Background: an optimization exercise with open tools, aiming at small area, a short achievable clock period and few clock cycles. Do not read the settings as production practice. The RTL was checked by simulation tests, not by an equivalence proof against the original design.

==> run a <==
Design png_unfilter, start of the top module:
module png_unfilter #(
    parameter ROWBUF_BYTES = 64
) (
    input  wire       clk,
    input  wire       rst,             
    input  wire       start,
    input  wire [7:0] cfg_width,
    input  wire [7:0] cfg_height,
    input  wire [2:0] cfg_colortype,
    input  wire [4:0] cfg_bitdepth,
    input  wire       cfg_interlace,
    input  wire       in_valid,
    output wire       in_ready,
    input  wire [7:0] in_data,
    output wire       out_valid,
    input  wire       out_ready,
    output wire [7:0] out_data,
    output wire       out_last,
    output wire       busy,
    output reg        done,
    output reg        fault,
    output reg  [3:0] fault_code
);
export LEC_CHECK = 0
export CAP_MARGIN = 20
export CORE_MARGIN = 2
export CORE_UTILIZATION = 40
export PLACE_DENSITY = 0.6
export SLEW_MARGIN = 20
create_clock -name core_clock -period 12.5 [get_ports {clk}]
standard.sh (not shown) runs the stock make flow with config.mk's settings and CLKGATE_MAP_FILE= SYNTH_SCRIPT=/design/flow/synth_recipe.tcl, a recipe that flattens the netlist after the stock synthesis.
==> flow/flow/run.sh <==
#!/bin/bash
set -e
export SETUP_SLACK_MARGIN=8.5
bash standard.sh > standard.log 2>&1
==> run b (differences from run a) <==
--- a/flow/design.v
+++ b/flow/design.v
@@ -37,21 +37,20 @@
     reg       hn;                   
     reg       init;                 
     reg       lir;                  
     reg       lr;                   
     reg       rr1;                  
     reg [6:0] Rr;                   
-    reg [7:0] phr;                  
+    reg [7:0] rl;                   
     reg [6:0] idx1;                 
-    reg [7:0] row1;                 
     reg       first_row;
     reg       expf;                 
     reg [2:0] filt;
     reg [8:0] Gq;                   
     reg [7:0] Gn_ph;
-    reg       Gq1, Gph1;            
+    reg [1:0] e;                    
     reg       r1, r2;
     reg [8:0] xsel;                 
     reg [5:0] byp;                  
     wire ct_g  = (cfg_colortype == 3'd0) || (cfg_colortype == 3'd3);
     wire d_c1  = (cfg_bitdepth == 5'd1);
     wire d_c2  = (cfg_bitdepth == 5'd2);
@@ -110,13 +109,12 @@
                 3'd4:    begin ky = 3'd1; sy = 2'd2; end
                 3'd5:    begin ky = 3'd1; sy = 2'd1; end
                 default: begin ky = 3'd0; sy = 2'd1; end
             endcase
         end
     end
-    wire [1:0] e = cls[0] ? 2'd3 : cls[1] ? 2'd2 : cls[2] ? 2'd1 : 2'd0;
     reg  [5:0] K;
     reg  [2:0] Sh;
     always @(*) begin
         if (!il) begin
             case (e)
                 2'd3:    begin K = 6'd7; Sh = 3'd3; end
@@ -166,23 +164,25 @@
             cls[4], cls[7]: geomR = {q3[5:0], 1'b0};
             cls[6]:         geomR = {q3[4:0], 2'b00};
             cls[8]:         geomR = {q3[3:0], 3'b000};
             default:        geomR = q3[6:0];
         endcase
     end
-    wire geomR1 = Gq1 & (cls[0] | cls[1] | cls[2] | cls[3]);
+    wire geomR1 = (Gq == 9'd1) & (cls[0] | cls[1] | cls[2] | cls[3]);
     wire [8:0] hsum = {1'b0, H} + {6'd0, ky};
     wire [7:0] ph   = hsum >> sy;
     reg        Lv;                  
     reg        v0, v1, v2;          
-    reg  [8:0] E0, E1, E2;          
+    reg  [8:0] M0, M1, M2;          
+    reg  [1:0] wp, rp;              
+    reg  [8:0] O;                   
     assign in_ready  = inr;
     assign busy      = busy_r;
     assign out_valid = v0;
-    assign out_data  = E0[7:0];
-    assign out_last  = E0[8];
+    assign out_data  = O[7:0];
+    assign out_last  = O[8];
     wire fire    = in_valid & inr;
     wire fire_f  = fire & expf;
     wire fire_d  = fire & ~expf;
     wire bad_in  = (in_data > 8'd4);
     wire last_in_row = lir;
     wire final_d = fire_d & lir & lr & ~hn;
@@ -249,22 +249,21 @@
     always @(posedge clk) begin
         if (!busy_r && start) begin
             W    <= cfg_width;
             H    <= cfg_height;
             il   <= cfg_interlace;
             cls  <= cls_in;
+            e    <= cls_in[0] ? 2'd3 : cls_in[1] ? 2'd2 : cls_in[2] ? 2'd1 : 2'd0;
             np   <= 3'd0;
             bsel <= {cls_in[8], cls_in[7], cls_in[6], cls_in[5], cls_in[4],
                      cls_in[0] | cls_in[1] | cls_in[2] | cls_in[3]};
             bppv <= cls_in[8] ? 4'd8 : cls_in[7] ? 4'd6 : cls_in[6] ? 4'd4 :
                     cls_in[5] ? 4'd3 : cls_in[4] ? 4'd2 : 4'd1;
         end
         Gq    <= q;
-        Gq1   <= (q == 9'd1);
         Gn_ph <= ph;
-        Gph1  <= (ph == 8'd1);
         r1   <= (Rr == 7'd1);
         r2   <= (Rr == 7'd2);
         xsel <= 9'd0;
         case (Rr)
             7'd3:  xsel[0] <= 1'b1;
             7'd4:  xsel[1] <= 1'b1;
@@ -301,31 +300,30 @@
             if (fire_f && !bad_in) begin
                 filt <= in_data[2:0];
                 expf <= 1'b0;
             end
             if (init || (fire_d && lir && lr)) begin
                 Rr        <= geomR;
-                phr       <= Gn_ph;
+                rl        <= Gn_ph;
                 lir       <= geomR1;
                 rr1       <= geomR1;
-                lr        <= Gph1;
-                row1      <= 8'd1;
+                lr        <= (Gn_ph == 8'd1);
                 first_row <= 1'b1;
                 if (!init) begin
                     np <= nxt;
                     hn <= |cand;
                 end
             end
             if (fire_d) begin
                 if (lir) begin
                     idx1 <= 7'd1;
                     ge   <= 1'b0;
                     expf <= 1'b1;
                     if (!lr) begin
-                        row1      <= row1 + 8'd1;
-                        lr        <= (row1 + 8'd1 == phr);
+                        rl        <= rl - 8'd1;
+                        lr        <= (rl == 8'd2);
                         lir       <= rr1;
                         first_row <= 1'b0;
                     end
                 end else begin
                     idx1 <= idx1 + 7'd1;
                     lir  <= (idx1 + 7'd1 == Rr);
@@ -353,43 +351,41 @@
     reg  [7:0] bL, cL, in_d;
     wire [7:0] c_i = ge ? (Lv ? (bsel[0] ? bL : Hb[1]) : Hb[0]) : 8'd0;
     wire        sgn = (b_i < c_i);
     wire [10:0] c3  = {3'b000, c_i} + {2'b00, c_i, 1'b0};
     wire [10:0] t   = c3 - {2'b00, b_i, 1'b0};
     wire [10:0] w   = c3 - {3'b000, b_i};
-    reg        aokL, lastL, sgnL, tn0L, tn1L, wa0L, wa1L;
-    reg  [7:0] tL;
-    reg  [8:0] wL;
+    reg        aokL, lastL, sgnL;
+    reg        aokn;                
+    reg  [7:0] A;                   
+    reg [10:0] tL, wL;
     always @(posedge clk) begin
         in_d  <= in_data;
         bL    <= b_i;
         cL    <= c_i;
         aokL  <= ge;
+        aokn  <= ~lir & (idx1 >= {3'd0, bppv});
         lastL <= last_in_row;
         sgnL  <= sgn;
-        tn0L  <= t[10];
-        tn1L  <= ~t[10] & (|t[9:8]);
-        wa0L  <= w[10];
-        wa1L  <= |w[10:9];
-        tL    <= t[7:0];
-        wL    <= w[8:0];
-    end
-    wire [7:0] a_t = ({8{bsel[0]}} & S[0]) | ({8{bsel[1]}} & S[1]) | ({8{bsel[2]}} & S[2]) |
-                     ({8{bsel[3]}} & S[3]) | ({8{bsel[4]}} & S[5]) | ({8{bsel[5]}} & S[7]);
-    wire [7:0] a   = aokL ? a_t : 8'd0;
+        tL    <= t;
+        wL    <= w;
+    end
+    wire [7:0] a   = A;
+    wire [7:0] a_n = ({8{bsel[1]}} & S[0]) | ({8{bsel[2]}} & S[1]) |
+                     ({8{bsel[3]}} & S[2]) | ({8{bsel[4]}} & S[4]) | ({8{bsel[5]}} & S[6]);
     wire [7:0] ra = in_d + a;
     wire [7:0] rb = in_d + bL;
     wire [7:0] rc = in_d + cL;
     wire [9:0] savg = {2'b00, a} + {2'b00, bL} + {1'b0, in_d, 1'b0};
     wire [7:0] ravg = savg[8:1];
     wire [7:0] aq  = a ^ {8{sgnL}};
     wire [7:0] bq  = bL ^ {8{sgnL}};
-    wire [7:0] tq  = tL ^ {8{sgnL}};
-    wire [8:0] wq  = wL ^ {9{sgnL}};
-    wire       tnv = sgnL ? tn1L : tn0L;
-    wire       wal = sgnL ? wa1L : wa0L;
+    wire [7:0] tq  = tL[7:0] ^ {8{sgnL}};
+    wire [8:0] wq  = wL[8:0] ^ {9{sgnL}};
+    wire       tnv = sgnL ? (~tL[10] & (|tL[9:8])) : tL[10];
+    wire       wal = sgnL ? (|wL[10:9]) : wL[10];
     wire pickA = (aq >= bq) | (~tnv & (aq <= tq));
     wire pickB = wal | ({aq, sgnL} >= wq);
     wire [7:0] paeth = pickA ? ra : (pickB ? rb : rc);
     reg [7:0] recon;
     always @(*) begin
         case (filt)
@@ -405,12 +401,16 @@
         if (Lv & (fire_d ? r2 : r1))
             NB <= recon;
         else if (fire_d)
             NB <= Lv ? X : Y1;
         else
             NB <= Lv ? Y1 : (r1 ? S[0] : Y2);
+        if (st_check)
+            A <= 8'd0;
+        else if (Lv)
+            A <= aokn ? (bsel[0] ? recon : a_n) : 8'd0;
         if (Lv) begin
             S[0] <= recon;
             for (k = 1; k < 9; k = k + 1)
                 S[k] <= S[k-1];
             ch[0] <= S[8];
             ch[1] <= o0;
@@ -437,32 +437,42 @@
             Hb[5] <= bsel[4] ? bL : Hb[6];
             Hb[6] <= Hb[7];
             Hb[7] <= bL;
         end
     end
     wire [8:0] newe = {lastL, recon};
+    wire [1:0] wp1  = (wp == 2'd2) ? 2'd0 : wp + 2'd1;
+    wire [1:0] rp1  = (rp == 2'd2) ? 2'd0 : rp + 2'd1;
+    wire [8:0] m_rp  = (rp  == 2'd0) ? M0 : (rp  == 2'd1) ? M1 : M2;
+    wire [8:0] m_rp1 = (rp1 == 2'd0) ? M0 : (rp1 == 2'd1) ? M1 : M2;
+    wire       new_head = ~(v1 | (v0 & ~pop));    
     always @(posedge clk) begin
-        if (pop ? ~v1 : ~v0)
-            E0 <= newe;
-        else if (pop)
-            E0 <= E1;
-        if (pop ? ~v2 : ~v1)
-            E1 <= newe;
-        else if (pop)
-            E1 <= E2;
-        if (pop || !v2)
-            E2 <= newe;
+        if (Lv) begin
+            if (wp == 2'd0) M0 <= newe;
+            if (wp == 2'd1) M1 <= newe;
+            if (wp == 2'd2) M2 <= newe;
+        end
+        if (new_head)
+            O <= newe;
+        else
+            O <= pop ? m_rp1 : m_rp;
     end
     always @(posedge clk) begin
         if (rst) begin
             Lv <= 1'b0;
+            wp <= 2'd0;
+            rp <= 2'd0;
             v0 <= 1'b0;
             v1 <= 1'b0;
             v2 <= 1'b0;
         end else begin
             Lv <= fire_d;
+            if (Lv)
+                wp <= wp1;
+            if (pop)
+                rp <= rp1;
             v0 <= v0_n;
             v1 <= v1_n;
             v2 <= v2_n;
         end
     end
 endmodule
==> flow/flow/run.sh (replaced) <==
#!/bin/bash
set -e
export SETUP_SLACK_MARGIN=9.0
export BUFFER_PORTS_ARGS="-buffer_cell sky130_fd_sc_hd__buf_4"
bash standard.sh > standard.log 2>&1
Settings changed: CTS_CLUSTER_DIAMETER set to 120, CTS_CLUSTER_SIZE set to 22.
==> run c (differences from run a) <==
--- a/flow/design.v
+++ b/flow/design.v
@@ -37,21 +37,20 @@
     reg       hn;                   
     reg       init;                 
     reg       lir;                  
     reg       lr;                   
     reg       rr1;                  
     reg [6:0] Rr;                   
-    reg [7:0] phr;                  
+    reg [7:0] rl;                   
     reg [6:0] idx1;                 
-    reg [7:0] row1;                 
     reg       first_row;
     reg       expf;                 
     reg [2:0] filt;
     reg [8:0] Gq;                   
     reg [7:0] Gn_ph;
-    reg       Gq1, Gph1;            
+    reg [1:0] e;                    
     reg       r1, r2;
     reg [8:0] xsel;                 
     reg [5:0] byp;                  
     wire ct_g  = (cfg_colortype == 3'd0) || (cfg_colortype == 3'd3);
     wire d_c1  = (cfg_bitdepth == 5'd1);
     wire d_c2  = (cfg_bitdepth == 5'd2);
@@ -110,13 +109,12 @@
                 3'd4:    begin ky = 3'd1; sy = 2'd2; end
                 3'd5:    begin ky = 3'd1; sy = 2'd1; end
                 default: begin ky = 3'd0; sy = 2'd1; end
             endcase
         end
     end
-    wire [1:0] e = cls[0] ? 2'd3 : cls[1] ? 2'd2 : cls[2] ? 2'd1 : 2'd0;
     reg  [5:0] K;
     reg  [2:0] Sh;
     always @(*) begin
         if (!il) begin
             case (e)
                 2'd3:    begin K = 6'd7; Sh = 3'd3; end
@@ -166,23 +164,25 @@
             cls[4], cls[7]: geomR = {q3[5:0], 1'b0};
             cls[6]:         geomR = {q3[4:0], 2'b00};
             cls[8]:         geomR = {q3[3:0], 3'b000};
             default:        geomR = q3[6:0];
         endcase
     end
-    wire geomR1 = Gq1 & (cls[0] | cls[1] | cls[2] | cls[3]);
+    wire geomR1 = (Gq == 9'd1) & (cls[0] | cls[1] | cls[2] | cls[3]);
     wire [8:0] hsum = {1'b0, H} + {6'd0, ky};
     wire [7:0] ph   = hsum >> sy;
     reg        Lv;                  
     reg        v0, v1, v2;          
-    reg  [8:0] E0, E1, E2;          
+    reg  [8:0] M0, M1, M2;          
+    reg  [1:0] wp, rp;              
+    reg  [8:0] O;                   
     assign in_ready  = inr;
     assign busy      = busy_r;
     assign out_valid = v0;
-    assign out_data  = E0[7:0];
-    assign out_last  = E0[8];
+    assign out_data  = O[7:0];
+    assign out_last  = O[8];
     wire fire    = in_valid & inr;
     wire fire_f  = fire & expf;
     wire fire_d  = fire & ~expf;
     wire bad_in  = (in_data > 8'd4);
     wire last_in_row = lir;
     wire final_d = fire_d & lir & lr & ~hn;
@@ -249,22 +249,21 @@
     always @(posedge clk) begin
         if (!busy_r && start) begin
             W    <= cfg_width;
             H    <= cfg_height;
             il   <= cfg_interlace;
             cls  <= cls_in;
+            e    <= cls_in[0] ? 2'd3 : cls_in[1] ? 2'd2 : cls_in[2] ? 2'd1 : 2'd0;
             np   <= 3'd0;
             bsel <= {cls_in[8], cls_in[7], cls_in[6], cls_in[5], cls_in[4],
                      cls_in[0] | cls_in[1] | cls_in[2] | cls_in[3]};
             bppv <= cls_in[8] ? 4'd8 : cls_in[7] ? 4'd6 : cls_in[6] ? 4'd4 :
                     cls_in[5] ? 4'd3 : cls_in[4] ? 4'd2 : 4'd1;
         end
         Gq    <= q;
-        Gq1   <= (q == 9'd1);
         Gn_ph <= ph;
-        Gph1  <= (ph == 8'd1);
         r1   <= (Rr == 7'd1);
         r2   <= (Rr == 7'd2);
         xsel <= 9'd0;
         case (Rr)
             7'd3:  xsel[0] <= 1'b1;
             7'd4:  xsel[1] <= 1'b1;
@@ -301,31 +300,30 @@
             if (fire_f && !bad_in) begin
                 filt <= in_data[2:0];
                 expf <= 1'b0;
             end
             if (init || (fire_d && lir && lr)) begin
                 Rr        <= geomR;
-                phr       <= Gn_ph;
+                rl        <= Gn_ph;
                 lir       <= geomR1;
                 rr1       <= geomR1;
-                lr        <= Gph1;
-                row1      <= 8'd1;
+                lr        <= (Gn_ph == 8'd1);
                 first_row <= 1'b1;
                 if (!init) begin
                     np <= nxt;
                     hn <= |cand;
                 end
             end
             if (fire_d) begin
                 if (lir) begin
                     idx1 <= 7'd1;
                     ge   <= 1'b0;
                     expf <= 1'b1;
                     if (!lr) begin
-                        row1      <= row1 + 8'd1;
-                        lr        <= (row1 + 8'd1 == phr);
+                        rl        <= rl - 8'd1;
+                        lr        <= (rl == 8'd2);
                         lir       <= rr1;
                         first_row <= 1'b0;
                     end
                 end else begin
                     idx1 <= idx1 + 7'd1;
                     lir  <= (idx1 + 7'd1 == Rr);
@@ -353,43 +351,41 @@
     reg  [7:0] bL, cL, in_d;
     wire [7:0] c_i = ge ? (Lv ? (bsel[0] ? bL : Hb[1]) : Hb[0]) : 8'd0;
     wire        sgn = (b_i < c_i);
     wire [10:0] c3  = {3'b000, c_i} + {2'b00, c_i, 1'b0};
     wire [10:0] t   = c3 - {2'b00, b_i, 1'b0};
     wire [10:0] w   = c3 - {3'b000, b_i};
-    reg        aokL, lastL, sgnL, tn0L, tn1L, wa0L, wa1L;
-    reg  [7:0] tL;
-    reg  [8:0] wL;
+    reg        aokL, lastL, sgnL;
+    reg        aokn;                
+    reg  [7:0] A;                   
+    reg [10:0] tL, wL;
     always @(posedge clk) begin
         in_d  <= in_data;
         bL    <= b_i;
         cL    <= c_i;
         aokL  <= ge;
+        aokn  <= ~lir & (idx1 >= {3'd0, bppv});
         lastL <= last_in_row;
         sgnL  <= sgn;
-        tn0L  <= t[10];
-        tn1L  <= ~t[10] & (|t[9:8]);
-        wa0L  <= w[10];
-        wa1L  <= |w[10:9];
-        tL    <= t[7:0];
-        wL    <= w[8:0];
-    end
-    wire [7:0] a_t = ({8{bsel[0]}} & S[0]) | ({8{bsel[1]}} & S[1]) | ({8{bsel[2]}} & S[2]) |
-                     ({8{bsel[3]}} & S[3]) | ({8{bsel[4]}} & S[5]) | ({8{bsel[5]}} & S[7]);
-    wire [7:0] a   = aokL ? a_t : 8'd0;
+        tL    <= t;
+        wL    <= w;
+    end
+    wire [7:0] a   = A;
+    wire [7:0] a_n = ({8{bsel[1]}} & S[0]) | ({8{bsel[2]}} & S[1]) |
+                     ({8{bsel[3]}} & S[2]) | ({8{bsel[4]}} & S[4]) | ({8{bsel[5]}} & S[6]);
     wire [7:0] ra = in_d + a;
     wire [7:0] rb = in_d + bL;
     wire [7:0] rc = in_d + cL;
     wire [9:0] savg = {2'b00, a} + {2'b00, bL} + {1'b0, in_d, 1'b0};
     wire [7:0] ravg = savg[8:1];
     wire [7:0] aq  = a ^ {8{sgnL}};
     wire [7:0] bq  = bL ^ {8{sgnL}};
-    wire [7:0] tq  = tL ^ {8{sgnL}};
-    wire [8:0] wq  = wL ^ {9{sgnL}};
-    wire       tnv = sgnL ? tn1L : tn0L;
-    wire       wal = sgnL ? wa1L : wa0L;
+    wire [7:0] tq  = tL[7:0] ^ {8{sgnL}};
+    wire [8:0] wq  = wL[8:0] ^ {9{sgnL}};
+    wire       tnv = sgnL ? (~tL[10] & (|tL[9:8])) : tL[10];
+    wire       wal = sgnL ? (|wL[10:9]) : wL[10];
     wire pickA = (aq >= bq) | (~tnv & (aq <= tq));
     wire pickB = wal | ({aq, sgnL} >= wq);
     wire [7:0] paeth = pickA ? ra : (pickB ? rb : rc);
     reg [7:0] recon;
     always @(*) begin
         case (filt)
@@ -405,12 +401,16 @@
         if (Lv & (fire_d ? r2 : r1))
             NB <= recon;
         else if (fire_d)
             NB <= Lv ? X : Y1;
         else
             NB <= Lv ? Y1 : (r1 ? S[0] : Y2);
+        if (st_check)
+            A <= 8'd0;
+        else if (Lv)
+            A <= aokn ? (bsel[0] ? recon : a_n) : 8'd0;
         if (Lv) begin
             S[0] <= recon;
             for (k = 1; k < 9; k = k + 1)
                 S[k] <= S[k-1];
             ch[0] <= S[8];
             ch[1] <= o0;
@@ -437,32 +437,42 @@
             Hb[5] <= bsel[4] ? bL : Hb[6];
             Hb[6] <= Hb[7];
             Hb[7] <= bL;
         end
     end
     wire [8:0] newe = {lastL, recon};
+    wire [1:0] wp1  = (wp == 2'd2) ? 2'd0 : wp + 2'd1;
+    wire [1:0] rp1  = (rp == 2'd2) ? 2'd0 : rp + 2'd1;
+    wire [8:0] m_rp  = (rp  == 2'd0) ? M0 : (rp  == 2'd1) ? M1 : M2;
+    wire [8:0] m_rp1 = (rp1 == 2'd0) ? M0 : (rp1 == 2'd1) ? M1 : M2;
+    wire       new_head = ~(v1 | (v0 & ~pop));    
     always @(posedge clk) begin
-        if (pop ? ~v1 : ~v0)
-            E0 <= newe;
-        else if (pop)
-            E0 <= E1;
-        if (pop ? ~v2 : ~v1)
-            E1 <= newe;
-        else if (pop)
-            E1 <= E2;
-        if (pop || !v2)
-            E2 <= newe;
+        if (Lv) begin
+            if (wp == 2'd0) M0 <= newe;
+            if (wp == 2'd1) M1 <= newe;
+            if (wp == 2'd2) M2 <= newe;
+        end
+        if (new_head)
+            O <= newe;
+        else
+            O <= pop ? m_rp1 : m_rp;
     end
     always @(posedge clk) begin
         if (rst) begin
             Lv <= 1'b0;
+            wp <= 2'd0;
+            rp <= 2'd0;
             v0 <= 1'b0;
             v1 <= 1'b0;
             v2 <= 1'b0;
         end else begin
             Lv <= fire_d;
+            if (Lv)
+                wp <= wp1;
+            if (pop)
+                rp <= rp1;
             v0 <= v0_n;
             v1 <= v1_n;
             v2 <= v2_n;
         end
     end
 endmodule
==> flow/flow/run.sh (replaced) <==
#!/bin/bash
set -e
export SETUP_SLACK_MARGIN=9.0
export BUFFER_PORTS_ARGS="-buffer_cell sky130_fd_sc_hd__buf_4"
export CTS_ARGS="-sink_clustering_enable -repair_clock_nets -sink_clustering_size 22 -sink_clustering_max_diameter 120 -distance_between_buffers 1000 -branching_point_buffers_distance 1000"
bash standard.sh > standard.log 2>&1
Settings changed: CORE_UTILIZATION 40 to 55, CTS_CLUSTER_DIAMETER set to 120, CTS_CLUSTER_SIZE set to 22, PLACE_DENSITY 0.6 to 0.72.
==> comparison <==
Of run a and run c, run a has the higher cell count (gap about 5%, measured against run c). Clock-buffer cell count: run c < run b < run a. The highest register-to-register slack belongs to run b, the lowest to run a. Of run b and run a, run b has the higher area after synthesis (gap about 2.7%, measured against run a).
Testbench counts of run a, summed over its fixed seeds: cycles 111,622.
Testbench counts of run b, summed over its fixed seeds: cycles 111,622.
Testbench counts of run c, summed over its fixed seeds: cycles 111,622.

afterwards: timing with drivers on the ports:
The flow's constraints put no driver on any port. The routed layouts listed below were extracted and timed again, unchanged, in two steps. Step 1: set_driving_cell puts a clkbuf_16 on clk and a buf_2 on each other input, an assumption about the parent block. Step 2 times the ports against the registers' clock, not the clock port: input delays grow and output delays shrink by t, the midpoint of the rising clock arrivals with the driver on. Slacks: no drivers / after step 1 / after step 2; pairs: no drivers / after step 1.
run	shift t [ns]	setup WS [ns]	worst hold slack (ns)	worst setup path after step 2	cell pins on the clock port's net
run a	0.688	8.532 / 8.522 / 7.866	0.398 / 0.398 / 0.398	input to register	1
run b	0.667	8.889 / 8.822 / 8.391	0.416 / 0.416 / 0.416	input to register	1
run c	0.665	8.917 / 8.851 / 8.355	0.418 / 0.418 / 0.418	input to register	1
After both steps every run listed still meets setup and hold. The setup slack of run a, which loses most, moves by -0.010 ns with the drivers and by -0.666 ns with both steps.
